This design comes from an exercise in tuning for small area, a short achievable clock period and few clock cycles on the open sky130 flow, not from production work.
Only simulation tests tie the RTL to the original design; equivalence was not proved.

==> flow/design.v <==
module crc18_unit (
    input  wire        clk,
    input  wire        rst,           
    input  wire        wr_en,
    input  wire [4:0]  wr_group,
    input  wire [39:0] wr_data,
    input  wire        cmd_valid,
    output wire        cmd_ready,
    input  wire [1:0]  cmd_op,
    input  wire [31:0] ia0,           
    input  wire [31:0] ia1,           
    input  wire [31:0] ia2,           
    input  wire [31:0] ia3,           
    output reg         done,
    output reg  [7:0]  status,
    output reg  [17:0] crc_rem,
    output reg  [9:0]  crc0,
    output reg  [9:0]  crc1,
    output reg  [31:0] ir0,
    output reg  [31:0] ir1
);
    localparam [1:0] OP_COMP  = 2'd0;
    localparam [1:0] OP_WORDS = 2'd1;
    localparam [1:0] OP_CHECK = 2'd2;
    localparam [7:0] ST_OK       = 8'h00;
    localparam [7:0] ST_ILLEGAL  = 8'h01;
    localparam [7:0] ST_BADARG   = 8'h02;
    localparam [7:0] ST_CRC_PASS = 8'h30;
    localparam [7:0] ST_CRC_FAIL = 8'h31;
    localparam [2:0] S_IDLE  = 3'd0;
    localparam [2:0] S_FOLD  = 3'd1;
    localparam [2:0] S_GEN   = 3'd2;
    localparam [2:0] S_FETCH = 3'd3;
    localparam [2:0] S_FIN   = 3'd4;
    genvar gk;
    reg [39:0] buffer [0:31];
    always @(posedge clk) begin
        if (wr_en)
            buffer[wr_group] <= wr_data;
    end
    reg [2:0]   state;
    reg         rdy;          
    reg [1:0]   op;
    reg         first;        
    reg         bad;          
    reg         gen;          
    reg         m1;           
    reg         par;          
    reg [2:0]   lc;           
    reg [2:0]   lcp;          
    reg [3:0]   pl;           
    reg [3:0]   z;            
    reg [159:0] dreg;         
    reg [15:0]  mask;         
    reg [4:0]   mz;           
    reg         dlast;        
    reg [17:0]  c;
    reg [6:0]   ra_q;         
    reg         qovf;         
    reg [6:0]   stp;          
    reg [31:0]  rem;          
    reg [6:0]   i0, i1;
    reg [9:0]   w0, w1;
    reg         w0v, w1v;
    assign cmd_ready = rdy;
    wire        in_s1     = ia2[0];
    wire        in_fast   = (ia2[31:2] == 30'd0) && (ia2[1] != ia2[0]);
    wire        cnt_nz    = (ia1 != 32'd0);
    wire        start_ok  = (ia0[31:7] == 25'd0);
    wire        cnt_le128 = (ia1[31:8] == 24'd0) && !(ia1[7] && (ia1[6:0] != 7'd0));
    wire        cnt_ge2   = (ia1[31:1] != 31'd0);
    wire        step_nz   = (ia2 != 32'd0);
    wire        step_lt128 = (ia2[31:7] == 25'd0);
    wire [7:0]  cm1       = ia1[7:0] - 8'd1;
    wire [8:0]  last_in   = {2'b0, ia0[6:0]} + (in_s1 ? {1'b0, cm1} : {cm1, 1'b0});
    wire        fast_ok   = cnt_le128 && !last_in[8] && !last_in[7];
    wire        gen_ok    = !(step_nz && !cnt_le128) && !(!step_lt128 && cnt_ge2);
    wire        run_ok    = !cnt_nz || (start_ok && (in_fast ? fast_ok : gen_ok));
    wire [6:0]  in_inc    = step_nz ? ia2[6:0] : 7'd1;
    wire [7:0]  i1_in     = {1'b0, ia3[6:0]} + {1'b0, in_inc};
    wire        chk_ok    = (ia3[31:7] == 25'd0) && step_lt128 && !i1_in[7];
    wire        in_bad    = !run_ok || (cmd_op == OP_CHECK && !chk_ok);
    wire        in_chunk  = in_fast && cnt_nz;
    wire [3:0]  in_p0     = in_s1 ? ia0[3:0] : ia0[4:1];
    wire [3:0]  in_pl     = in_s1 ? last_in[3:0] : last_in[4:1];
    wire [2:0]  in_cp     = in_s1 ? ia0[6:4] : {1'b0, ia0[6:5]};
    wire [2:0]  in_lcp    = in_s1 ? last_in[6:4] : {1'b0, last_in[6:5]};
    wire [2:0]  in_ncp    = in_cp + 3'd1;
    wire        in_single = (in_cp == in_lcp);
    wire [6:0]  in_next   = in_s1 ? {in_ncp, 4'b0} : {in_ncp[1:0], 5'b0};
    wire [2:0]  nlc       = lc + 3'd1;
    wire [6:0]  ra        = rdy ? ia0[6:0] : ra_q;
    wire [9:0] blkw [0:31];
    generate
        for (gk = 0; gk < 32; gk = gk + 1) begin : g_blk
            localparam [2:0] GL = gk / 4;
            wire [39:0] grp = buffer[{ra[6:5], GL}];
            assign blkw[gk] = grp[39 - 10*(gk % 4) -: 10];
        end
    endgenerate
    wire        gen_rd = gen && (state == S_GEN || state == S_FOLD);
    wire [4:0]  keya   = gen_rd ? ra_q[4:0] : i0[4:0];
    wire [9:0]  sela   = blkw[keya];
    wire [9:0]  selb   = blkw[i1[4:0]];
    wire        cap0   = !rdy && !gen_rd && !w0v && (ra_q[6:5] == i0[6:5]);
    wire        cap1   = !rdy && !gen_rd && !w1v && (ra_q[6:5] == i1[6:5]);
    wire        have0  = w0v || cap0;
    wire        have1  = w1v || cap1;
    wire        ch_s1  = rdy ? in_s1 : m1;
    wire        ch_par = rdy ? ia0[0] : par;
    wire        ch_gen = !rdy && gen;
    wire [159:0] chunk;
    generate
        for (gk = 0; gk < 16; gk = gk + 1) begin : g_ch
            wire [9:0] cw = ch_s1 ? (ra[4] ? blkw[16 + gk] : blkw[gk])
                                  : (ch_par ? blkw[2*gk + 1] : blkw[2*gk]);
            if (gk == 0) begin : g_w0
                assign chunk[9:0] = ch_gen ? sela : cw;
            end else begin : g_wn
                assign chunk[10*gk +: 10] = cw;
            end
        end
    endgenerate
    reg [15:0] in_mask, tr_mask;
    integer q;
    always @(*) begin
        for (q = 0; q < 16; q = q + 1) begin
            in_mask[q] = in_chunk && (q >= in_p0) && (!in_single || (q <= in_pl));
            tr_mask[q] = (q <= pl);
        end
    end
    always @(posedge clk) begin
        dreg <= chunk;
    end
    wire [159:0] md;
    generate
        for (gk = 0; gk < 16; gk = gk + 1) begin : g_md
            assign md[10*gk +: 10] = dreg[10*gk +: 10] & {10{mask[gk]}};
        end
    endgenerate
    wire [17:0] c16;
    assign c16[0] = c[0] ^ c[2] ^ c[3] ^ c[8] ^ c[9] ^ c[10] ^ c[14] ^ c[15] ^ c[17] ^ md[0] ^ md[2] ^ md[3] ^ md[8] ^ md[9] ^ md[10] ^ md[14] ^ md[15] ^ md[17] ^ md[22] ^ md[28] ^ md[35] ^ md[39] ^ md[43] ^ md[44] ^ md[46] ^ md[47] ^ md[49] ^ md[50] ^ md[52] ^ md[55] ^ md[56] ^ md[59] ^ md[62] ^ md[63] ^ md[65] ^ md[66] ^ md[67] ^ md[69] ^ md[70] ^ md[72] ^ md[74] ^ md[75] ^ md[76] ^ md[78] ^ md[80] ^ md[82] ^ md[86] ^ md[88] ^ md[91] ^ md[94] ^ md[95] ^ md[104] ^ md[106] ^ md[108] ^ md[110] ^ md[111] ^ md[114] ^ md[116] ^ md[118] ^ md[119] ^ md[120] ^ md[121] ^ md[124] ^ md[132] ^ md[134] ^ md[142] ^ md[146] ^ md[147];
    assign c16[1] = c[0] ^ c[1] ^ c[3] ^ c[4] ^ c[9] ^ c[10] ^ c[11] ^ c[15] ^ c[16] ^ md[0] ^ md[1] ^ md[3] ^ md[4] ^ md[9] ^ md[10] ^ md[11] ^ md[15] ^ md[16] ^ md[18] ^ md[23] ^ md[29] ^ md[36] ^ md[40] ^ md[44] ^ md[45] ^ md[47] ^ md[48] ^ md[50] ^ md[51] ^ md[53] ^ md[56] ^ md[57] ^ md[60] ^ md[63] ^ md[64] ^ md[66] ^ md[67] ^ md[68] ^ md[70] ^ md[71] ^ md[73] ^ md[75] ^ md[76] ^ md[77] ^ md[79] ^ md[81] ^ md[83] ^ md[87] ^ md[89] ^ md[92] ^ md[95] ^ md[96] ^ md[105] ^ md[107] ^ md[109] ^ md[111] ^ md[112] ^ md[115] ^ md[117] ^ md[119] ^ md[120] ^ md[121] ^ md[122] ^ md[125] ^ md[133] ^ md[135] ^ md[143] ^ md[147] ^ md[148];
    assign c16[2] = c[1] ^ c[2] ^ c[4] ^ c[5] ^ c[10] ^ c[11] ^ c[12] ^ c[16] ^ c[17] ^ md[1] ^ md[2] ^ md[4] ^ md[5] ^ md[10] ^ md[11] ^ md[12] ^ md[16] ^ md[17] ^ md[19] ^ md[24] ^ md[30] ^ md[37] ^ md[41] ^ md[45] ^ md[46] ^ md[48] ^ md[49] ^ md[51] ^ md[52] ^ md[54] ^ md[57] ^ md[58] ^ md[61] ^ md[64] ^ md[65] ^ md[67] ^ md[68] ^ md[69] ^ md[71] ^ md[72] ^ md[74] ^ md[76] ^ md[77] ^ md[78] ^ md[80] ^ md[82] ^ md[84] ^ md[88] ^ md[90] ^ md[93] ^ md[96] ^ md[97] ^ md[106] ^ md[108] ^ md[110] ^ md[112] ^ md[113] ^ md[116] ^ md[118] ^ md[120] ^ md[121] ^ md[122] ^ md[123] ^ md[126] ^ md[134] ^ md[136] ^ md[144] ^ md[148] ^ md[149];
    assign c16[3] = c[2] ^ c[3] ^ c[5] ^ c[6] ^ c[11] ^ c[12] ^ c[13] ^ c[17] ^ md[2] ^ md[3] ^ md[5] ^ md[6] ^ md[11] ^ md[12] ^ md[13] ^ md[17] ^ md[18] ^ md[20] ^ md[25] ^ md[31] ^ md[38] ^ md[42] ^ md[46] ^ md[47] ^ md[49] ^ md[50] ^ md[52] ^ md[53] ^ md[55] ^ md[58] ^ md[59] ^ md[62] ^ md[65] ^ md[66] ^ md[68] ^ md[69] ^ md[70] ^ md[72] ^ md[73] ^ md[75] ^ md[77] ^ md[78] ^ md[79] ^ md[81] ^ md[83] ^ md[85] ^ md[89] ^ md[91] ^ md[94] ^ md[97] ^ md[98] ^ md[107] ^ md[109] ^ md[111] ^ md[113] ^ md[114] ^ md[117] ^ md[119] ^ md[121] ^ md[122] ^ md[123] ^ md[124] ^ md[127] ^ md[135] ^ md[137] ^ md[145] ^ md[149] ^ md[150];
    assign c16[4] = c[0] ^ c[3] ^ c[4] ^ c[6] ^ c[7] ^ c[12] ^ c[13] ^ c[14] ^ md[0] ^ md[3] ^ md[4] ^ md[6] ^ md[7] ^ md[12] ^ md[13] ^ md[14] ^ md[18] ^ md[19] ^ md[21] ^ md[26] ^ md[32] ^ md[39] ^ md[43] ^ md[47] ^ md[48] ^ md[50] ^ md[51] ^ md[53] ^ md[54] ^ md[56] ^ md[59] ^ md[60] ^ md[63] ^ md[66] ^ md[67] ^ md[69] ^ md[70] ^ md[71] ^ md[73] ^ md[74] ^ md[76] ^ md[78] ^ md[79] ^ md[80] ^ md[82] ^ md[84] ^ md[86] ^ md[90] ^ md[92] ^ md[95] ^ md[98] ^ md[99] ^ md[108] ^ md[110] ^ md[112] ^ md[114] ^ md[115] ^ md[118] ^ md[120] ^ md[122] ^ md[123] ^ md[124] ^ md[125] ^ md[128] ^ md[136] ^ md[138] ^ md[146] ^ md[150] ^ md[151];
    assign c16[5] = c[1] ^ c[4] ^ c[5] ^ c[7] ^ c[8] ^ c[13] ^ c[14] ^ c[15] ^ md[1] ^ md[4] ^ md[5] ^ md[7] ^ md[8] ^ md[13] ^ md[14] ^ md[15] ^ md[19] ^ md[20] ^ md[22] ^ md[27] ^ md[33] ^ md[40] ^ md[44] ^ md[48] ^ md[49] ^ md[51] ^ md[52] ^ md[54] ^ md[55] ^ md[57] ^ md[60] ^ md[61] ^ md[64] ^ md[67] ^ md[68] ^ md[70] ^ md[71] ^ md[72] ^ md[74] ^ md[75] ^ md[77] ^ md[79] ^ md[80] ^ md[81] ^ md[83] ^ md[85] ^ md[87] ^ md[91] ^ md[93] ^ md[96] ^ md[99] ^ md[100] ^ md[109] ^ md[111] ^ md[113] ^ md[115] ^ md[116] ^ md[119] ^ md[121] ^ md[123] ^ md[124] ^ md[125] ^ md[126] ^ md[129] ^ md[137] ^ md[139] ^ md[147] ^ md[151] ^ md[152];
    assign c16[6] = c[0] ^ c[2] ^ c[5] ^ c[6] ^ c[8] ^ c[9] ^ c[14] ^ c[15] ^ c[16] ^ md[0] ^ md[2] ^ md[5] ^ md[6] ^ md[8] ^ md[9] ^ md[14] ^ md[15] ^ md[16] ^ md[20] ^ md[21] ^ md[23] ^ md[28] ^ md[34] ^ md[41] ^ md[45] ^ md[49] ^ md[50] ^ md[52] ^ md[53] ^ md[55] ^ md[56] ^ md[58] ^ md[61] ^ md[62] ^ md[65] ^ md[68] ^ md[69] ^ md[71] ^ md[72] ^ md[73] ^ md[75] ^ md[76] ^ md[78] ^ md[80] ^ md[81] ^ md[82] ^ md[84] ^ md[86] ^ md[88] ^ md[92] ^ md[94] ^ md[97] ^ md[100] ^ md[101] ^ md[110] ^ md[112] ^ md[114] ^ md[116] ^ md[117] ^ md[120] ^ md[122] ^ md[124] ^ md[125] ^ md[126] ^ md[127] ^ md[130] ^ md[138] ^ md[140] ^ md[148] ^ md[152] ^ md[153];
    assign c16[7] = c[1] ^ c[3] ^ c[6] ^ c[7] ^ c[9] ^ c[10] ^ c[15] ^ c[16] ^ c[17] ^ md[1] ^ md[3] ^ md[6] ^ md[7] ^ md[9] ^ md[10] ^ md[15] ^ md[16] ^ md[17] ^ md[21] ^ md[22] ^ md[24] ^ md[29] ^ md[35] ^ md[42] ^ md[46] ^ md[50] ^ md[51] ^ md[53] ^ md[54] ^ md[56] ^ md[57] ^ md[59] ^ md[62] ^ md[63] ^ md[66] ^ md[69] ^ md[70] ^ md[72] ^ md[73] ^ md[74] ^ md[76] ^ md[77] ^ md[79] ^ md[81] ^ md[82] ^ md[83] ^ md[85] ^ md[87] ^ md[89] ^ md[93] ^ md[95] ^ md[98] ^ md[101] ^ md[102] ^ md[111] ^ md[113] ^ md[115] ^ md[117] ^ md[118] ^ md[121] ^ md[123] ^ md[125] ^ md[126] ^ md[127] ^ md[128] ^ md[131] ^ md[139] ^ md[141] ^ md[149] ^ md[153] ^ md[154];
    assign c16[8] = c[0] ^ c[2] ^ c[4] ^ c[7] ^ c[8] ^ c[10] ^ c[11] ^ c[16] ^ c[17] ^ md[0] ^ md[2] ^ md[4] ^ md[7] ^ md[8] ^ md[10] ^ md[11] ^ md[16] ^ md[17] ^ md[18] ^ md[22] ^ md[23] ^ md[25] ^ md[30] ^ md[36] ^ md[43] ^ md[47] ^ md[51] ^ md[52] ^ md[54] ^ md[55] ^ md[57] ^ md[58] ^ md[60] ^ md[63] ^ md[64] ^ md[67] ^ md[70] ^ md[71] ^ md[73] ^ md[74] ^ md[75] ^ md[77] ^ md[78] ^ md[80] ^ md[82] ^ md[83] ^ md[84] ^ md[86] ^ md[88] ^ md[90] ^ md[94] ^ md[96] ^ md[99] ^ md[102] ^ md[103] ^ md[112] ^ md[114] ^ md[116] ^ md[118] ^ md[119] ^ md[122] ^ md[124] ^ md[126] ^ md[127] ^ md[128] ^ md[129] ^ md[132] ^ md[140] ^ md[142] ^ md[150] ^ md[154] ^ md[155];
    assign c16[9] = c[0] ^ c[1] ^ c[3] ^ c[5] ^ c[8] ^ c[9] ^ c[11] ^ c[12] ^ c[17] ^ md[0] ^ md[1] ^ md[3] ^ md[5] ^ md[8] ^ md[9] ^ md[11] ^ md[12] ^ md[17] ^ md[18] ^ md[19] ^ md[23] ^ md[24] ^ md[26] ^ md[31] ^ md[37] ^ md[44] ^ md[48] ^ md[52] ^ md[53] ^ md[55] ^ md[56] ^ md[58] ^ md[59] ^ md[61] ^ md[64] ^ md[65] ^ md[68] ^ md[71] ^ md[72] ^ md[74] ^ md[75] ^ md[76] ^ md[78] ^ md[79] ^ md[81] ^ md[83] ^ md[84] ^ md[85] ^ md[87] ^ md[89] ^ md[91] ^ md[95] ^ md[97] ^ md[100] ^ md[103] ^ md[104] ^ md[113] ^ md[115] ^ md[117] ^ md[119] ^ md[120] ^ md[123] ^ md[125] ^ md[127] ^ md[128] ^ md[129] ^ md[130] ^ md[133] ^ md[141] ^ md[143] ^ md[151] ^ md[155] ^ md[156];
    assign c16[10] = c[1] ^ c[2] ^ c[4] ^ c[6] ^ c[9] ^ c[10] ^ c[12] ^ c[13] ^ md[1] ^ md[2] ^ md[4] ^ md[6] ^ md[9] ^ md[10] ^ md[12] ^ md[13] ^ md[18] ^ md[19] ^ md[20] ^ md[24] ^ md[25] ^ md[27] ^ md[32] ^ md[38] ^ md[45] ^ md[49] ^ md[53] ^ md[54] ^ md[56] ^ md[57] ^ md[59] ^ md[60] ^ md[62] ^ md[65] ^ md[66] ^ md[69] ^ md[72] ^ md[73] ^ md[75] ^ md[76] ^ md[77] ^ md[79] ^ md[80] ^ md[82] ^ md[84] ^ md[85] ^ md[86] ^ md[88] ^ md[90] ^ md[92] ^ md[96] ^ md[98] ^ md[101] ^ md[104] ^ md[105] ^ md[114] ^ md[116] ^ md[118] ^ md[120] ^ md[121] ^ md[124] ^ md[126] ^ md[128] ^ md[129] ^ md[130] ^ md[131] ^ md[134] ^ md[142] ^ md[144] ^ md[152] ^ md[156] ^ md[157];
    assign c16[11] = c[2] ^ c[3] ^ c[5] ^ c[7] ^ c[10] ^ c[11] ^ c[13] ^ c[14] ^ md[2] ^ md[3] ^ md[5] ^ md[7] ^ md[10] ^ md[11] ^ md[13] ^ md[14] ^ md[19] ^ md[20] ^ md[21] ^ md[25] ^ md[26] ^ md[28] ^ md[33] ^ md[39] ^ md[46] ^ md[50] ^ md[54] ^ md[55] ^ md[57] ^ md[58] ^ md[60] ^ md[61] ^ md[63] ^ md[66] ^ md[67] ^ md[70] ^ md[73] ^ md[74] ^ md[76] ^ md[77] ^ md[78] ^ md[80] ^ md[81] ^ md[83] ^ md[85] ^ md[86] ^ md[87] ^ md[89] ^ md[91] ^ md[93] ^ md[97] ^ md[99] ^ md[102] ^ md[105] ^ md[106] ^ md[115] ^ md[117] ^ md[119] ^ md[121] ^ md[122] ^ md[125] ^ md[127] ^ md[129] ^ md[130] ^ md[131] ^ md[132] ^ md[135] ^ md[143] ^ md[145] ^ md[153] ^ md[157] ^ md[158];
    assign c16[12] = c[0] ^ c[3] ^ c[4] ^ c[6] ^ c[8] ^ c[11] ^ c[12] ^ c[14] ^ c[15] ^ md[0] ^ md[3] ^ md[4] ^ md[6] ^ md[8] ^ md[11] ^ md[12] ^ md[14] ^ md[15] ^ md[20] ^ md[21] ^ md[22] ^ md[26] ^ md[27] ^ md[29] ^ md[34] ^ md[40] ^ md[47] ^ md[51] ^ md[55] ^ md[56] ^ md[58] ^ md[59] ^ md[61] ^ md[62] ^ md[64] ^ md[67] ^ md[68] ^ md[71] ^ md[74] ^ md[75] ^ md[77] ^ md[78] ^ md[79] ^ md[81] ^ md[82] ^ md[84] ^ md[86] ^ md[87] ^ md[88] ^ md[90] ^ md[92] ^ md[94] ^ md[98] ^ md[100] ^ md[103] ^ md[106] ^ md[107] ^ md[116] ^ md[118] ^ md[120] ^ md[122] ^ md[123] ^ md[126] ^ md[128] ^ md[130] ^ md[131] ^ md[132] ^ md[133] ^ md[136] ^ md[144] ^ md[146] ^ md[154] ^ md[158] ^ md[159];
    assign c16[13] = c[1] ^ c[2] ^ c[3] ^ c[4] ^ c[5] ^ c[7] ^ c[8] ^ c[10] ^ c[12] ^ c[13] ^ c[14] ^ c[16] ^ c[17] ^ md[1] ^ md[2] ^ md[3] ^ md[4] ^ md[5] ^ md[7] ^ md[8] ^ md[10] ^ md[12] ^ md[13] ^ md[14] ^ md[16] ^ md[17] ^ md[21] ^ md[23] ^ md[27] ^ md[30] ^ md[39] ^ md[41] ^ md[43] ^ md[44] ^ md[46] ^ md[47] ^ md[48] ^ md[49] ^ md[50] ^ md[55] ^ md[57] ^ md[60] ^ md[66] ^ md[67] ^ md[68] ^ md[70] ^ md[74] ^ md[79] ^ md[83] ^ md[85] ^ md[86] ^ md[87] ^ md[89] ^ md[93] ^ md[94] ^ md[99] ^ md[101] ^ md[106] ^ md[107] ^ md[110] ^ md[111] ^ md[114] ^ md[116] ^ md[117] ^ md[118] ^ md[120] ^ md[123] ^ md[127] ^ md[129] ^ md[131] ^ md[133] ^ md[137] ^ md[142] ^ md[145] ^ md[146] ^ md[155] ^ md[159];
    assign c16[14] = c[4] ^ c[5] ^ c[6] ^ c[10] ^ c[11] ^ c[13] ^ md[4] ^ md[5] ^ md[6] ^ md[10] ^ md[11] ^ md[13] ^ md[18] ^ md[24] ^ md[31] ^ md[35] ^ md[39] ^ md[40] ^ md[42] ^ md[43] ^ md[45] ^ md[46] ^ md[48] ^ md[51] ^ md[52] ^ md[55] ^ md[58] ^ md[59] ^ md[61] ^ md[62] ^ md[63] ^ md[65] ^ md[66] ^ md[68] ^ md[70] ^ md[71] ^ md[72] ^ md[74] ^ md[76] ^ md[78] ^ md[82] ^ md[84] ^ md[87] ^ md[90] ^ md[91] ^ md[100] ^ md[102] ^ md[104] ^ md[106] ^ md[107] ^ md[110] ^ md[112] ^ md[114] ^ md[115] ^ md[116] ^ md[117] ^ md[120] ^ md[128] ^ md[130] ^ md[138] ^ md[142] ^ md[143] ^ md[156];
    assign c16[15] = c[0] ^ c[5] ^ c[6] ^ c[7] ^ c[11] ^ c[12] ^ c[14] ^ md[0] ^ md[5] ^ md[6] ^ md[7] ^ md[11] ^ md[12] ^ md[14] ^ md[19] ^ md[25] ^ md[32] ^ md[36] ^ md[40] ^ md[41] ^ md[43] ^ md[44] ^ md[46] ^ md[47] ^ md[49] ^ md[52] ^ md[53] ^ md[56] ^ md[59] ^ md[60] ^ md[62] ^ md[63] ^ md[64] ^ md[66] ^ md[67] ^ md[69] ^ md[71] ^ md[72] ^ md[73] ^ md[75] ^ md[77] ^ md[79] ^ md[83] ^ md[85] ^ md[88] ^ md[91] ^ md[92] ^ md[101] ^ md[103] ^ md[105] ^ md[107] ^ md[108] ^ md[111] ^ md[113] ^ md[115] ^ md[116] ^ md[117] ^ md[118] ^ md[121] ^ md[129] ^ md[131] ^ md[139] ^ md[143] ^ md[144] ^ md[157];
    assign c16[16] = c[0] ^ c[1] ^ c[6] ^ c[7] ^ c[8] ^ c[12] ^ c[13] ^ c[15] ^ md[0] ^ md[1] ^ md[6] ^ md[7] ^ md[8] ^ md[12] ^ md[13] ^ md[15] ^ md[20] ^ md[26] ^ md[33] ^ md[37] ^ md[41] ^ md[42] ^ md[44] ^ md[45] ^ md[47] ^ md[48] ^ md[50] ^ md[53] ^ md[54] ^ md[57] ^ md[60] ^ md[61] ^ md[63] ^ md[64] ^ md[65] ^ md[67] ^ md[68] ^ md[70] ^ md[72] ^ md[73] ^ md[74] ^ md[76] ^ md[78] ^ md[80] ^ md[84] ^ md[86] ^ md[89] ^ md[92] ^ md[93] ^ md[102] ^ md[104] ^ md[106] ^ md[108] ^ md[109] ^ md[112] ^ md[114] ^ md[116] ^ md[117] ^ md[118] ^ md[119] ^ md[122] ^ md[130] ^ md[132] ^ md[140] ^ md[144] ^ md[145] ^ md[158];
    assign c16[17] = c[1] ^ c[2] ^ c[7] ^ c[8] ^ c[9] ^ c[13] ^ c[14] ^ c[16] ^ md[1] ^ md[2] ^ md[7] ^ md[8] ^ md[9] ^ md[13] ^ md[14] ^ md[16] ^ md[21] ^ md[27] ^ md[34] ^ md[38] ^ md[42] ^ md[43] ^ md[45] ^ md[46] ^ md[48] ^ md[49] ^ md[51] ^ md[54] ^ md[55] ^ md[58] ^ md[61] ^ md[62] ^ md[64] ^ md[65] ^ md[66] ^ md[68] ^ md[69] ^ md[71] ^ md[73] ^ md[74] ^ md[75] ^ md[77] ^ md[79] ^ md[81] ^ md[85] ^ md[87] ^ md[90] ^ md[93] ^ md[94] ^ md[103] ^ md[105] ^ md[107] ^ md[109] ^ md[110] ^ md[113] ^ md[115] ^ md[117] ^ md[118] ^ md[119] ^ md[120] ^ md[123] ^ md[131] ^ md[133] ^ md[141] ^ md[145] ^ md[146] ^ md[159];
    function tt_bit;
        input [31:0] tt;
        input [4:0]  zz;
        tt_bit = tt[zz];
    endfunction
    wire [323:0] corr_m;
    assign corr_m[0] = tt_bit(32'h00014409, mz);
    assign corr_m[1] = tt_bit(32'h00000928, mz);
    assign corr_m[2] = tt_bit(32'h0001024c, mz);
    assign corr_m[3] = tt_bit(32'h000026bc, mz);
    assign corr_m[4] = tt_bit(32'h00019c88, mz);
    assign corr_m[5] = tt_bit(32'h00016560, mz);
    assign corr_m[6] = tt_bit(32'h0001c3fc, mz);
    assign corr_m[7] = tt_bit(32'h00008a10, mz);
    assign corr_m[8] = tt_bit(32'h00013226, mz);
    assign corr_m[9] = tt_bit(32'h0000ebb8, mz);
    assign corr_m[10] = tt_bit(32'h0000a204, mz);
    assign corr_m[11] = tt_bit(32'h00010494, mz);
    assign corr_m[12] = tt_bit(32'h00008126, mz);
    assign corr_m[13] = tt_bit(32'h0001135e, mz);
    assign corr_m[14] = tt_bit(32'h0001ce44, mz);
    assign corr_m[15] = tt_bit(32'h0000b2b0, mz);
    assign corr_m[16] = tt_bit(32'h0001e1fe, mz);
    assign corr_m[17] = tt_bit(32'h00004508, mz);
    assign corr_m[18] = tt_bit(32'h0001d770, mz);
    assign corr_m[19] = tt_bit(32'h00014409, mz);
    assign corr_m[20] = tt_bit(32'h00000928, mz);
    assign corr_m[21] = tt_bit(32'h0001024c, mz);
    assign corr_m[22] = tt_bit(32'h000026bc, mz);
    assign corr_m[23] = tt_bit(32'h00019c88, mz);
    assign corr_m[24] = tt_bit(32'h00016560, mz);
    assign corr_m[25] = tt_bit(32'h0001c3fc, mz);
    assign corr_m[26] = tt_bit(32'h00008a10, mz);
    assign corr_m[27] = tt_bit(32'h00013226, mz);
    assign corr_m[28] = tt_bit(32'h0000ebb8, mz);
    assign corr_m[29] = tt_bit(32'h0000a204, mz);
    assign corr_m[30] = tt_bit(32'h00010494, mz);
    assign corr_m[31] = tt_bit(32'h00008126, mz);
    assign corr_m[32] = tt_bit(32'h0001135e, mz);
    assign corr_m[33] = tt_bit(32'h0001ce44, mz);
    assign corr_m[34] = tt_bit(32'h0000b2b0, mz);
    assign corr_m[35] = tt_bit(32'h0001e1fe, mz);
    assign corr_m[36] = tt_bit(32'h0000644c, mz);
    assign corr_m[37] = tt_bit(32'h0001d770, mz);
    assign corr_m[38] = tt_bit(32'h00014409, mz);
    assign corr_m[39] = tt_bit(32'h00000928, mz);
    assign corr_m[40] = tt_bit(32'h0001024c, mz);
    assign corr_m[41] = tt_bit(32'h000026bc, mz);
    assign corr_m[42] = tt_bit(32'h00019c88, mz);
    assign corr_m[43] = tt_bit(32'h00016560, mz);
    assign corr_m[44] = tt_bit(32'h0001c3fc, mz);
    assign corr_m[45] = tt_bit(32'h00008a10, mz);
    assign corr_m[46] = tt_bit(32'h00013226, mz);
    assign corr_m[47] = tt_bit(32'h0000ebb8, mz);
    assign corr_m[48] = tt_bit(32'h0000a204, mz);
    assign corr_m[49] = tt_bit(32'h00010494, mz);
    assign corr_m[50] = tt_bit(32'h00008126, mz);
    assign corr_m[51] = tt_bit(32'h0001135e, mz);
    assign corr_m[52] = tt_bit(32'h0001ce44, mz);
    assign corr_m[53] = tt_bit(32'h0000b2b0, mz);
    assign corr_m[54] = tt_bit(32'h00011420, mz);
    assign corr_m[55] = tt_bit(32'h0000644c, mz);
    assign corr_m[56] = tt_bit(32'h0001d770, mz);
    assign corr_m[57] = tt_bit(32'h00014409, mz);
    assign corr_m[58] = tt_bit(32'h00000928, mz);
    assign corr_m[59] = tt_bit(32'h0001024c, mz);
    assign corr_m[60] = tt_bit(32'h000026bc, mz);
    assign corr_m[61] = tt_bit(32'h00019c88, mz);
    assign corr_m[62] = tt_bit(32'h00016560, mz);
    assign corr_m[63] = tt_bit(32'h0001c3fc, mz);
    assign corr_m[64] = tt_bit(32'h00008a10, mz);
    assign corr_m[65] = tt_bit(32'h00013226, mz);
    assign corr_m[66] = tt_bit(32'h0000ebb8, mz);
    assign corr_m[67] = tt_bit(32'h0000a204, mz);
    assign corr_m[68] = tt_bit(32'h00010494, mz);
    assign corr_m[69] = tt_bit(32'h00008126, mz);
    assign corr_m[70] = tt_bit(32'h0001135e, mz);
    assign corr_m[71] = tt_bit(32'h0001ce44, mz);
    assign corr_m[72] = tt_bit(32'h000187f8, mz);
    assign corr_m[73] = tt_bit(32'h00011420, mz);
    assign corr_m[74] = tt_bit(32'h0000644c, mz);
    assign corr_m[75] = tt_bit(32'h0001d770, mz);
    assign corr_m[76] = tt_bit(32'h00014409, mz);
    assign corr_m[77] = tt_bit(32'h00000928, mz);
    assign corr_m[78] = tt_bit(32'h0001024c, mz);
    assign corr_m[79] = tt_bit(32'h000026bc, mz);
    assign corr_m[80] = tt_bit(32'h00019c88, mz);
    assign corr_m[81] = tt_bit(32'h00016560, mz);
    assign corr_m[82] = tt_bit(32'h0001c3fc, mz);
    assign corr_m[83] = tt_bit(32'h00008a10, mz);
    assign corr_m[84] = tt_bit(32'h00013226, mz);
    assign corr_m[85] = tt_bit(32'h0000ebb8, mz);
    assign corr_m[86] = tt_bit(32'h0000a204, mz);
    assign corr_m[87] = tt_bit(32'h00010494, mz);
    assign corr_m[88] = tt_bit(32'h00008126, mz);
    assign corr_m[89] = tt_bit(32'h0001135e, mz);
    assign corr_m[90] = tt_bit(32'h0000cac0, mz);
    assign corr_m[91] = tt_bit(32'h000187f8, mz);
    assign corr_m[92] = tt_bit(32'h00011420, mz);
    assign corr_m[93] = tt_bit(32'h0000644c, mz);
    assign corr_m[94] = tt_bit(32'h0001d770, mz);
    assign corr_m[95] = tt_bit(32'h00014409, mz);
    assign corr_m[96] = tt_bit(32'h00000928, mz);
    assign corr_m[97] = tt_bit(32'h0001024c, mz);
    assign corr_m[98] = tt_bit(32'h000026bc, mz);
    assign corr_m[99] = tt_bit(32'h00019c88, mz);
    assign corr_m[100] = tt_bit(32'h00016560, mz);
    assign corr_m[101] = tt_bit(32'h0001c3fc, mz);
    assign corr_m[102] = tt_bit(32'h00008a10, mz);
    assign corr_m[103] = tt_bit(32'h00013226, mz);
    assign corr_m[104] = tt_bit(32'h0000ebb8, mz);
    assign corr_m[105] = tt_bit(32'h0000a204, mz);
    assign corr_m[106] = tt_bit(32'h00010494, mz);
    assign corr_m[107] = tt_bit(32'h00008126, mz);
    assign corr_m[108] = tt_bit(32'h00013910, mz);
    assign corr_m[109] = tt_bit(32'h0000cac0, mz);
    assign corr_m[110] = tt_bit(32'h000187f8, mz);
    assign corr_m[111] = tt_bit(32'h00011420, mz);
    assign corr_m[112] = tt_bit(32'h0000644c, mz);
    assign corr_m[113] = tt_bit(32'h0001d770, mz);
    assign corr_m[114] = tt_bit(32'h00014409, mz);
    assign corr_m[115] = tt_bit(32'h00000928, mz);
    assign corr_m[116] = tt_bit(32'h0001024c, mz);
    assign corr_m[117] = tt_bit(32'h000026bc, mz);
    assign corr_m[118] = tt_bit(32'h00019c88, mz);
    assign corr_m[119] = tt_bit(32'h00016560, mz);
    assign corr_m[120] = tt_bit(32'h0001c3fc, mz);
    assign corr_m[121] = tt_bit(32'h00008a10, mz);
    assign corr_m[122] = tt_bit(32'h00013226, mz);
    assign corr_m[123] = tt_bit(32'h0000ebb8, mz);
    assign corr_m[124] = tt_bit(32'h0000a204, mz);
    assign corr_m[125] = tt_bit(32'h00010494, mz);
    assign corr_m[126] = tt_bit(32'h00004d78, mz);
    assign corr_m[127] = tt_bit(32'h00013910, mz);
    assign corr_m[128] = tt_bit(32'h0000cac0, mz);
    assign corr_m[129] = tt_bit(32'h000187f8, mz);
    assign corr_m[130] = tt_bit(32'h00011420, mz);
    assign corr_m[131] = tt_bit(32'h0000644c, mz);
    assign corr_m[132] = tt_bit(32'h0001d770, mz);
    assign corr_m[133] = tt_bit(32'h00014409, mz);
    assign corr_m[134] = tt_bit(32'h00000928, mz);
    assign corr_m[135] = tt_bit(32'h0001024c, mz);
    assign corr_m[136] = tt_bit(32'h000026bc, mz);
    assign corr_m[137] = tt_bit(32'h00019c88, mz);
    assign corr_m[138] = tt_bit(32'h00016560, mz);
    assign corr_m[139] = tt_bit(32'h0001c3fc, mz);
    assign corr_m[140] = tt_bit(32'h00008a10, mz);
    assign corr_m[141] = tt_bit(32'h00013226, mz);
    assign corr_m[142] = tt_bit(32'h0000ebb8, mz);
    assign corr_m[143] = tt_bit(32'h0000a204, mz);
    assign corr_m[144] = tt_bit(32'h00000498, mz);
    assign corr_m[145] = tt_bit(32'h00004d78, mz);
    assign corr_m[146] = tt_bit(32'h00013910, mz);
    assign corr_m[147] = tt_bit(32'h0000cac0, mz);
    assign corr_m[148] = tt_bit(32'h000187f8, mz);
    assign corr_m[149] = tt_bit(32'h00011420, mz);
    assign corr_m[150] = tt_bit(32'h0000644c, mz);
    assign corr_m[151] = tt_bit(32'h0001d770, mz);
    assign corr_m[152] = tt_bit(32'h00014409, mz);
    assign corr_m[153] = tt_bit(32'h00000928, mz);
    assign corr_m[154] = tt_bit(32'h0001024c, mz);
    assign corr_m[155] = tt_bit(32'h000026bc, mz);
    assign corr_m[156] = tt_bit(32'h00019c88, mz);
    assign corr_m[157] = tt_bit(32'h00016560, mz);
    assign corr_m[158] = tt_bit(32'h0001c3fc, mz);
    assign corr_m[159] = tt_bit(32'h00008a10, mz);
    assign corr_m[160] = tt_bit(32'h00013226, mz);
    assign corr_m[161] = tt_bit(32'h0000ebb8, mz);
    assign corr_m[162] = tt_bit(32'h00001250, mz);
    assign corr_m[163] = tt_bit(32'h00000498, mz);
    assign corr_m[164] = tt_bit(32'h00004d78, mz);
    assign corr_m[165] = tt_bit(32'h00013910, mz);
    assign corr_m[166] = tt_bit(32'h0000cac0, mz);
    assign corr_m[167] = tt_bit(32'h000187f8, mz);
    assign corr_m[168] = tt_bit(32'h00011420, mz);
    assign corr_m[169] = tt_bit(32'h0000644c, mz);
    assign corr_m[170] = tt_bit(32'h0001d770, mz);
    assign corr_m[171] = tt_bit(32'h00014409, mz);
    assign corr_m[172] = tt_bit(32'h00000928, mz);
    assign corr_m[173] = tt_bit(32'h0001024c, mz);
    assign corr_m[174] = tt_bit(32'h000026bc, mz);
    assign corr_m[175] = tt_bit(32'h00019c88, mz);
    assign corr_m[176] = tt_bit(32'h00016560, mz);
    assign corr_m[177] = tt_bit(32'h0001c3fc, mz);
    assign corr_m[178] = tt_bit(32'h00008a10, mz);
    assign corr_m[179] = tt_bit(32'h00013226, mz);
    assign corr_m[180] = tt_bit(32'h00008812, mz);
    assign corr_m[181] = tt_bit(32'h00001250, mz);
    assign corr_m[182] = tt_bit(32'h00000498, mz);
    assign corr_m[183] = tt_bit(32'h00004d78, mz);
    assign corr_m[184] = tt_bit(32'h00013910, mz);
    assign corr_m[185] = tt_bit(32'h0000cac0, mz);
    assign corr_m[186] = tt_bit(32'h000187f8, mz);
    assign corr_m[187] = tt_bit(32'h00011420, mz);
    assign corr_m[188] = tt_bit(32'h0000644c, mz);
    assign corr_m[189] = tt_bit(32'h0001d770, mz);
    assign corr_m[190] = tt_bit(32'h00014409, mz);
    assign corr_m[191] = tt_bit(32'h00000928, mz);
    assign corr_m[192] = tt_bit(32'h0001024c, mz);
    assign corr_m[193] = tt_bit(32'h000026bc, mz);
    assign corr_m[194] = tt_bit(32'h00019c88, mz);
    assign corr_m[195] = tt_bit(32'h00016560, mz);
    assign corr_m[196] = tt_bit(32'h0001c3fc, mz);
    assign corr_m[197] = tt_bit(32'h00008a10, mz);
    assign corr_m[198] = tt_bit(32'h0001aee0, mz);
    assign corr_m[199] = tt_bit(32'h00008812, mz);
    assign corr_m[200] = tt_bit(32'h00001250, mz);
    assign corr_m[201] = tt_bit(32'h00000498, mz);
    assign corr_m[202] = tt_bit(32'h00004d78, mz);
    assign corr_m[203] = tt_bit(32'h00013910, mz);
    assign corr_m[204] = tt_bit(32'h0000cac0, mz);
    assign corr_m[205] = tt_bit(32'h000187f8, mz);
    assign corr_m[206] = tt_bit(32'h00011420, mz);
    assign corr_m[207] = tt_bit(32'h0000644c, mz);
    assign corr_m[208] = tt_bit(32'h0001d770, mz);
    assign corr_m[209] = tt_bit(32'h00014409, mz);
    assign corr_m[210] = tt_bit(32'h00000928, mz);
    assign corr_m[211] = tt_bit(32'h0001024c, mz);
    assign corr_m[212] = tt_bit(32'h000026bc, mz);
    assign corr_m[213] = tt_bit(32'h00019c88, mz);
    assign corr_m[214] = tt_bit(32'h00016560, mz);
    assign corr_m[215] = tt_bit(32'h0001c3fc, mz);
    assign corr_m[216] = tt_bit(32'h0000c898, mz);
    assign corr_m[217] = tt_bit(32'h0001aee0, mz);
    assign corr_m[218] = tt_bit(32'h00008812, mz);
    assign corr_m[219] = tt_bit(32'h00001250, mz);
    assign corr_m[220] = tt_bit(32'h00000498, mz);
    assign corr_m[221] = tt_bit(32'h00004d78, mz);
    assign corr_m[222] = tt_bit(32'h00013910, mz);
    assign corr_m[223] = tt_bit(32'h0000cac0, mz);
    assign corr_m[224] = tt_bit(32'h000187f8, mz);
    assign corr_m[225] = tt_bit(32'h00011420, mz);
    assign corr_m[226] = tt_bit(32'h0000644c, mz);
    assign corr_m[227] = tt_bit(32'h0001d770, mz);
    assign corr_m[228] = tt_bit(32'h00014409, mz);
    assign corr_m[229] = tt_bit(32'h00000928, mz);
    assign corr_m[230] = tt_bit(32'h0001024c, mz);
    assign corr_m[231] = tt_bit(32'h000026bc, mz);
    assign corr_m[232] = tt_bit(32'h00019c88, mz);
    assign corr_m[233] = tt_bit(32'h00016560, mz);
    assign corr_m[234] = tt_bit(32'h00016c48, mz);
    assign corr_m[235] = tt_bit(32'h0000c1b0, mz);
    assign corr_m[236] = tt_bit(32'h0000acac, mz);
    assign corr_m[237] = tt_bit(32'h0000aeae, mz);
    assign corr_m[238] = tt_bit(32'h00018ed8, mz);
    assign corr_m[239] = tt_bit(32'h000161f8, mz);
    assign corr_m[240] = tt_bit(32'h00018e84, mz);
    assign corr_m[241] = tt_bit(32'h0001b300, mz);
    assign corr_m[242] = tt_bit(32'h0001f8e6, mz);
    assign corr_m[243] = tt_bit(32'h00016c40, mz);
    assign corr_m[244] = tt_bit(32'h0001b624, mz);
    assign corr_m[245] = tt_bit(32'h000160d8, mz);
    assign corr_m[246] = tt_bit(32'h00015656, mz);
    assign corr_m[247] = tt_bit(32'h00005757, mz);
    assign corr_m[248] = tt_bit(32'h0001c76c, mz);
    assign corr_m[249] = tt_bit(32'h0001b0fc, mz);
    assign corr_m[250] = tt_bit(32'h0001c742, mz);
    assign corr_m[251] = tt_bit(32'h0001d980, mz);
    assign corr_m[252] = tt_bit(32'h00019c88, mz);
    assign corr_m[253] = tt_bit(32'h00016560, mz);
    assign corr_m[254] = tt_bit(32'h0001c3fc, mz);
    assign corr_m[255] = tt_bit(32'h00008a10, mz);
    assign corr_m[256] = tt_bit(32'h00013226, mz);
    assign corr_m[257] = tt_bit(32'h0000ebb8, mz);
    assign corr_m[258] = tt_bit(32'h0000a204, mz);
    assign corr_m[259] = tt_bit(32'h00010494, mz);
    assign corr_m[260] = tt_bit(32'h00008126, mz);
    assign corr_m[261] = tt_bit(32'h0001135e, mz);
    assign corr_m[262] = tt_bit(32'h0001ce44, mz);
    assign corr_m[263] = tt_bit(32'h0000b2b0, mz);
    assign corr_m[264] = tt_bit(32'h0001e1fe, mz);
    assign corr_m[265] = tt_bit(32'h00004508, mz);
    assign corr_m[266] = tt_bit(32'h00019913, mz);
    assign corr_m[267] = tt_bit(32'h000175dc, mz);
    assign corr_m[268] = tt_bit(32'h00005102, mz);
    assign corr_m[269] = tt_bit(32'h0001824a, mz);
    assign corr_m[270] = tt_bit(32'h000026bc, mz);
    assign corr_m[271] = tt_bit(32'h00019c88, mz);
    assign corr_m[272] = tt_bit(32'h00016560, mz);
    assign corr_m[273] = tt_bit(32'h0001c3fc, mz);
    assign corr_m[274] = tt_bit(32'h00008a10, mz);
    assign corr_m[275] = tt_bit(32'h00013226, mz);
    assign corr_m[276] = tt_bit(32'h0000ebb8, mz);
    assign corr_m[277] = tt_bit(32'h0000a204, mz);
    assign corr_m[278] = tt_bit(32'h00010494, mz);
    assign corr_m[279] = tt_bit(32'h00008126, mz);
    assign corr_m[280] = tt_bit(32'h0001135e, mz);
    assign corr_m[281] = tt_bit(32'h0001ce44, mz);
    assign corr_m[282] = tt_bit(32'h0000b2b0, mz);
    assign corr_m[283] = tt_bit(32'h0001e1fe, mz);
    assign corr_m[284] = tt_bit(32'h00004508, mz);
    assign corr_m[285] = tt_bit(32'h00019913, mz);
    assign corr_m[286] = tt_bit(32'h000175dc, mz);
    assign corr_m[287] = tt_bit(32'h00005102, mz);
    assign corr_m[288] = tt_bit(32'h0001024c, mz);
    assign corr_m[289] = tt_bit(32'h000026bc, mz);
    assign corr_m[290] = tt_bit(32'h00019c88, mz);
    assign corr_m[291] = tt_bit(32'h00016560, mz);
    assign corr_m[292] = tt_bit(32'h0001c3fc, mz);
    assign corr_m[293] = tt_bit(32'h00008a10, mz);
    assign corr_m[294] = tt_bit(32'h00013226, mz);
    assign corr_m[295] = tt_bit(32'h0000ebb8, mz);
    assign corr_m[296] = tt_bit(32'h0000a204, mz);
    assign corr_m[297] = tt_bit(32'h00010494, mz);
    assign corr_m[298] = tt_bit(32'h00008126, mz);
    assign corr_m[299] = tt_bit(32'h0001135e, mz);
    assign corr_m[300] = tt_bit(32'h0001ce44, mz);
    assign corr_m[301] = tt_bit(32'h0000b2b0, mz);
    assign corr_m[302] = tt_bit(32'h0001e1fe, mz);
    assign corr_m[303] = tt_bit(32'h00004508, mz);
    assign corr_m[304] = tt_bit(32'h00019913, mz);
    assign corr_m[305] = tt_bit(32'h000175dc, mz);
    assign corr_m[306] = tt_bit(32'h00000928, mz);
    assign corr_m[307] = tt_bit(32'h0001024c, mz);
    assign corr_m[308] = tt_bit(32'h000026bc, mz);
    assign corr_m[309] = tt_bit(32'h00019c88, mz);
    assign corr_m[310] = tt_bit(32'h00016560, mz);
    assign corr_m[311] = tt_bit(32'h0001c3fc, mz);
    assign corr_m[312] = tt_bit(32'h00008a10, mz);
    assign corr_m[313] = tt_bit(32'h00013226, mz);
    assign corr_m[314] = tt_bit(32'h0000ebb8, mz);
    assign corr_m[315] = tt_bit(32'h0000a204, mz);
    assign corr_m[316] = tt_bit(32'h00010494, mz);
    assign corr_m[317] = tt_bit(32'h00008126, mz);
    assign corr_m[318] = tt_bit(32'h0001135e, mz);
    assign corr_m[319] = tt_bit(32'h0001ce44, mz);
    assign corr_m[320] = tt_bit(32'h0000b2b0, mz);
    assign corr_m[321] = tt_bit(32'h0001e1fe, mz);
    assign corr_m[322] = tt_bit(32'h00004508, mz);
    assign corr_m[323] = tt_bit(32'h00019913, mz);
    wire [17:0] c_next;
    generate
        for (gk = 0; gk < 18; gk = gk + 1) begin : g_corr
            assign c_next[gk] = ^(corr_m[18*gk +: 18] & c16);
        end
    endgenerate
    wire [9:0]  c0_new = {~c_next[8],  c_next[8:0]};
    wire [9:0]  c1_new = {~c_next[17], c_next[17:9]};
    wire [7:0]  ra_nx  = {1'b0, ra_q} + {1'b0, stp};
    always @(posedge clk) begin
        if (rst) begin
            state   <= S_IDLE;
            rdy     <= 1'b1;
            done    <= 1'b0;
            status  <= 8'd0;
            crc_rem <= 18'd0;
            crc0    <= 10'd0;
            crc1    <= 10'd0;
            ir0     <= 32'd0;
            ir1     <= 32'd0;
        end else begin
            done <= 1'b0;
            if (cap0) begin
                w0  <= sela;
                w0v <= 1'b1;
            end
            if (cap1) begin
                w1  <= selb;
                w1v <= 1'b1;
            end
            case (state)
                S_IDLE: begin
                    if (cmd_valid) begin
                        op    <= cmd_op;
                        c     <= 18'd0;
                        first <= 1'b1;
                        bad   <= in_bad;
                        gen   <= !in_fast && cnt_nz;
                        z     <= ~in_pl;
                        pl    <= in_pl;
                        i0    <= ia3[6:0];
                        i1    <= i1_in[6:0];
                        w0v   <= 1'b0;
                        w1v   <= 1'b0;
                        m1    <= in_s1;
                        par   <= ia0[0];
                        lc    <= in_ncp;
                        lcp   <= in_lcp;
                        mask  <= in_mask;
                        mz    <= !cnt_nz ? 5'd16 : (in_chunk && in_single) ? {1'b0, ~in_pl} : 5'd0;
                        dlast <= !cnt_nz || (in_fast && in_single);
                        ra_q  <= (!cnt_nz || (in_fast && in_single)) ? ia3[6:0]
                                                                      : (in_fast ? in_next : ia0[6:0]);
                        qovf  <= 1'b0;
                        stp   <= ia2[6:0];
                        rem   <= ia1;
                        if (cmd_op == OP_WORDS) begin
                            crc0   <= {~crc_rem[8],  crc_rem[8:0]};
                            crc1   <= {~crc_rem[17], crc_rem[17:9]};
                            ir0    <= {22'd0, ~crc_rem[8],  crc_rem[8:0]};
                            ir1    <= {22'd0, ~crc_rem[17], crc_rem[17:9]};
                            status <= ST_OK;
                            done   <= 1'b1;
                        end else if (cmd_op == 2'd3) begin
                            status <= ST_ILLEGAL;
                            done   <= 1'b1;
                        end else begin
                            state <= S_FOLD;
                            rdy   <= 1'b0;
                        end
                    end
                end
                S_FOLD: begin
                    first <= 1'b0;
                    c     <= c_next;
                    if (first && bad) begin
                        status <= ST_BADARG;
                        done   <= 1'b1;
                        state  <= S_IDLE;
                        rdy    <= 1'b1;
                    end else if (first && gen) begin
                        mask  <= 16'h0001;
                        mz    <= 5'd15;
                        {qovf, ra_q} <= ra_nx;
                        state <= S_GEN;
                    end else if (!dlast) begin
                        if (lc == lcp) begin
                            mask  <= tr_mask;
                            mz    <= {1'b0, z};
                            dlast <= 1'b1;
                            ra_q  <= have0 ? i1 : i0;
                        end else begin
                            mask  <= 16'hffff;
                            mz    <= 5'd0;
                            lc    <= nlc;
                            ra_q  <= m1 ? {nlc, 4'b0} : {nlc[1:0], 5'b0};
                        end
                    end else if (op == OP_COMP || (w0v && w1v)) begin
                        crc_rem <= c_next;
                        if (op == OP_COMP) begin
                            ir0    <= {14'd0, c_next};
                            status <= ST_OK;
                        end else begin
                            crc0   <= c0_new;
                            crc1   <= c1_new;
                            ir0    <= {6'd0, w1, 6'd0, w0};
                            ir1    <= {14'd0, c_next};
                            status <= (w0 == c0_new && w1 == c1_new) ? ST_CRC_PASS : ST_CRC_FAIL;
                        end
                        done  <= 1'b1;
                        state <= S_IDLE;
                        rdy   <= 1'b1;
                    end else begin
                        mask  <= 16'h0000;
                        mz    <= 5'd16;
                        ra_q  <= i1;
                        state <= (have0 && have1) ? S_FIN : S_FETCH;
                    end
                end
                S_GEN: begin
                    c <= c_next;
                    if (rem == 32'd1) begin
                        mask  <= 16'h0000;
                        mz    <= 5'd16;
                        ra_q  <= i0;
                        state <= S_FETCH;
                    end else if (qovf) begin
                        status <= ST_BADARG;
                        done   <= 1'b1;
                        state  <= S_IDLE;
                        rdy    <= 1'b1;
                    end else begin
                        {qovf, ra_q} <= ra_nx;
                        rem <= rem - 32'd1;
                    end
                end
                S_FETCH: begin
                    ra_q  <= i1;
                    if (have0 && have1)
                        state <= S_FIN;
                end
                default: begin
                    crc_rem <= c_next;
                    if (op == OP_COMP) begin
                        ir0    <= {14'd0, c_next};
                        status <= ST_OK;
                    end else begin
                        crc0   <= c0_new;
                        crc1   <= c1_new;
                        ir0    <= {6'd0, w1, 6'd0, w0};
                        ir1    <= {14'd0, c_next};
                        status <= (w0 == c0_new && w1 == c1_new) ? ST_CRC_PASS : ST_CRC_FAIL;
                    end
                    done  <= 1'b1;
                    state <= S_IDLE;
                    rdy   <= 1'b1;
                end
            endcase
        end
    end
endmodule
==> flow/flow/run.sh <==
#!/bin/bash
set -euo pipefail
export SETUP_SLACK_MARGIN=7.5
bash standard.sh > standard.log 2>&1
==> flow/standard.sh <==
#!/bin/bash
# synth_recipe.tcl (not shown) runs the flow's synth.tcl, then flattens the netlist and writes it again
# the make line also repeats each setting of config.mk as NAME=value (left out here)
make -C /OpenROAD-flow-scripts/flow DESIGN_CONFIG=/design/flow/config.mk WORK_HOME=/design/flow/orfs CLKGATE_MAP_FILE= SYNTH_SCRIPT=/design/flow/synth_recipe.tcl "${@:-finish}"
==> flow/config.mk <==
export PLATFORM = sky130hd
export DESIGN_NAME = crc18_unit
export DESIGN_NICKNAME = crc18_unit
export VERILOG_FILES = /design/flow/design.v
export SDC_FILE = /design/flow/constraint.sdc
export NUM_CORES = 4
export LEC_CHECK = 0
export CAP_MARGIN = 10
export CORE_MARGIN = 2
export CORE_UTILIZATION = 40
export PLACE_DENSITY = 0.45
export SLEW_MARGIN = 10
==> flow/constraint.sdc <==
create_clock -name core_clock -period 12.0 [get_ports {clk}]
set_input_delay 2.4000 -clock core_clock [delete_from_list [all_inputs] [get_ports {clk}]]
set_output_delay 2.4000 -clock core_clock [all_outputs]
set_load 0.01 [all_outputs]
==> results.txt <==
==> layout by cell type (no fill, tap or decap), drive strengths merged, types with 27 or more instances in the layout <==
master | synthesis | final
a21oi | 163 | 163
buf | 133 | 697
xnor3 | 146 | 149
mux4 | 320 | 320
ha | 38 | 38
nand3 | 49 | 49
nand2b | 40 | 40
nand2 | 972 | 972
a221oi | 49 | 49
nor2 | 455 | 455
xor2 | 351 | 351
nor3 | 77 | 77
a31oi | 157 | 157
inv | 50 | 61
o22ai | 27 | 27
dfxtp | 250 | 250
nor2b | 191 | 191
nand4 | 79 | 79
a22o | 36 | 36
a22oi | 231 | 231
o21ai | 110 | 110
edfxtp | 1423 | 1423
a211oi | 192 | 192
nor4 | 50 | 50
xnor2 | 522 | 522
diode | 0 | 48
clkdlybuf4s50 | 0 | 214
clkbuf | 268 | 275
clkinv | 1 | 73
==> path summary, 6_finish.rpt <==
kind,depth (start not counted),start,endpoint,slack (ps)
worst min-delay path,2,ir0[23]$_SDFFE_PP0P_,ir0[23]$_SDFFE_PP0P_,450
worst min register to register,2,ir0[23]$_SDFFE_PP0P_,ir0[23]$_SDFFE_PP0P_,450
worst max register to register,22,mask[14]$_DFFE_PP_,status[0]$_SDFFE_PP0P_,7080
worst max-delay path,22,mask[14]$_DFFE_PP_,status[0]$_SDFFE_PP0P_,7080
==> cell type report <==
| class | count | area [µm²] | area share, % |
|---|---|---|---|
| multi-input cells | 4558 | 41200 | 37.6 |
| diodes | 48 | 120 | 0.110 |
| clock inverters | 99 | 1000 | 0.914 |
| repair buffers | 968 | 10500 | 9.60 |
| clock buffers | 250 | 5030 | 4.60 |
| inverters | 51 | 240 | 0.219 |
| well taps | 2821 | 3530 | 3.22 |
| flip-flops and latches | 1673 | 47900 | 43.7 |
==> state kept, by name (all words and copies together) (netlist names), 2 cells and up <==
name	count
crc_rem	18
crc1	10
dreg	160
status	3
i1	7
w0	10
mask	16
ra_q	7
lc	3
crc0	10
state	3
ir1	18
op	2
stp	7
i0	7
rem	32
c	18
ir0	26
buffer	1280
z	4
w1	10
pl	4
lcp	3
mz	5
==> stage by stage <==
| step | instance area (µm²) | hold slack, ps | util, % | cells |
|---|---|---|---|---|
| 6_report | 109000 | 453 | 51.5 | 10500 |
| 5_1_grt | 109000 | 470 | 51.5 | 10400 |
| 4_1_cts | 105000 | 451 | 49.6 | 10200 |
| 3_5_place_dp | 92800 | 444 | 43.7 | 9553 |
| 3_3_place_gp | 92800 | 442 | 43.7 | 9553 |
| 2_1_floorplan | 86800 | 476 | - | 6680 |
==> cells by family after synthesis <==
group / after synthesis / share of synthesized area (%)
AND/OR/NAND/NOR: 2020 / 10.5
flip-flops: 1673 / 55.7
AO/OA/AOI/OAI: 1084 / 8.68
XOR/XNOR: 1045 / 13.6
buffers and inverters: 452 / 2.20
multiplexers: 341 / 8.66
adder cells (fa/ha/maj): 41 / 0.625
other: 1 / 0.00438
==> per-layer routing <==
layer | track usage (%) | routed length [µm]
met1 | 51.0 | 168000
met2 | 57.4 | 188000
met3 | 11.7 | 48000
met4 | 18.0 | 26500
met5 | 0.395 | 267
==> tightest hold or removal path, stage by stage, from the launching register on <==
cell and delay [ps]:
dfxtp_1 310, nand2_1 50, a21oi_1 50
==> timing repair <==
action | in CTS | in global routing
gates cloned | 34 | 12
setup buffers | 276 | 196
pin swaps | 237 | 243
setup endpoints to repair | 1049 | 181
resized for setup | 786 | 468
==> impl_results.md <==
- Cell mode on critical path: buf_6
- Global-route wire length before repair: 563 mm
- CP Launch Type: register
- Post-synth ARST share: 0%
- Vias/cell: 6.42
- Synthesized area per cell: approximately 13 µm²
- Post-synth EDFFs: approximately 1400
- Remaining global-route overflow: 0
- Final Max Slew Viols: 0
- Hold Buf Count CTS: 0
- CP Capture Type: register
- Area leader, netlist: edfxtp_1
- Initial antenna violation count: 49
- Routed Antenna Nets: 0
- Critical path class: reg -> reg
- Buf/Inv on CP: 9
- Yosys cell types: 83
- CP cell instances: buf_6 -> buf_12 -> buf_6 -> nand2_4 -> xnor3_2 -> xor2_2 -> xnor3_1 -> xnor3_2 -> buf_6 -> buf_6 -> buf_16 -> buf_4 -> buf_4 -> nor2_1 -> xnor2_1 -> xnor2_2 -> xnor2_4 -> buf_12 -> xor2_1 -> nand4_1 -> nor4_1 -> a311oi_1
- Area growth syn-to-layout: 27.8%
- Post-DP HPWL: 272 mm
- Drt first-iter violations: between 10000 and 15000
- Area share of the largest cell type after synthesis: between 40% and 50%
- Normalized max-slew margin: between 10% and 20%
- Rows: roughly 170
- Synth Instances: roughly 6700
- Sequential-to-total area share from yosys stat: 55.7%
- Warnings from Yosys: 1
- Worst Path Required: around 13000 ps
- Worst Path Max Fanout: 7
- GRT Overall Usage: roughly two fifths
- FF+latch count, synth: about 1700
- Setup violations, final: 0
- Final worst-path cycle share: about two fifths
- CP max-delay cell: xnor3_2
- Status: complete, no violations
- Minimum clock period: between 4000 and 5000 ps
- Fraction of layout cells with a size suffix above 1: 28.3%
- Core Footprint: around 210000 µm²
- Initial Util: 40.3%
- Worst slack, placed: ~4900 ps
- WP data arrival: ~5600 ps
- Prevailing post-synth register cell: edfxtp_1
- Via count: 67200
- DIE HEIGHT: roughly 470 µm
- CP delay by family, top: XOR/XNOR gates
- Fill cells: around 18000
- Synth Cell Area: around 86000 µm²
- Max cap viols: 0
- Slew @ Worst Pin: 1280 ps
- Clock root cell: clkbuf_16
- Total negative slack: 0 ps
- Final hold violations: 0
- CTS Sinks: between 1500 and 2000
- CTS buffer count: 186
- Die area: about 220000 µm²
- Routed wire per std cell: roughly 41 µm
- Ports: a little under 300
- H-tree levels: 4
- Worst Skew: approximately 98 ps
- Clk slew on worst S/H paths: about 60 ps
- Area contributors post-synth: edfxtp_1 50%, mux4_2 8.4%, dfxtp_1 5.8%
- Vias in the first global route: ~62000
- TritonCTS clock tree: yes
- Die width: ~470 µm
- GPL Wtd Cong: between 1 and 1.5
- Setup ws final: 7080 ps
- Post-synth top cells: 1423 x edfxtp_1, 969 x nand2_1, 511 x xnor2_1
- CP peak stage delay: roughly 540 ps
- PortBufs: roughly 270
- Post-detailed-route DRC marker count: 0
- Clk buf depth: 3
- Achievable Freq: 203 MHz
- Final nets: between 7000 and 8000
- Clock Latency Late Sink: 880 ps
- First-pass iteration count of the detailed router: 9
- Final wirelength: roughly 430 mm
- Most frequent cell after synthesis: edfxtp_1
- Largest net degree at the start of global routing: 127
- Worst hold path type: reg -> reg
- Unrepaired setup endpoints after global routing: true
Testbench counts, summed over its fixed seeds: cycles 6,545.

afterwards: timing with drivers on the ports:
How much do the figures lean on ideal ports? The routed layout below was timed once more, with nothing changed but the port constraints.
Step 1: set_driving_cell puts a clkbuf_16 on clk and a buf_2 on each other input, an assumption about the parent block.
Step 2 times the ports against the registers' clock, not the clock port: input delays grow and output delays shrink by t, the midpoint of the rising clock arrivals with the driver on.
a / b / c = ideal / step 1 / step 2; a / b = the first two.
t, ns: 0.926
setup slack, ns: 7.085 / 7.085 / 6.230
worst setup path at the end: input to register
clock arrival spread, ns: 0.101 / 0.101
After both steps setup and hold are still met in this run. For this run, drivers alone change the setup slack by 0.000 ns; drivers and shift together by -0.855 ns.
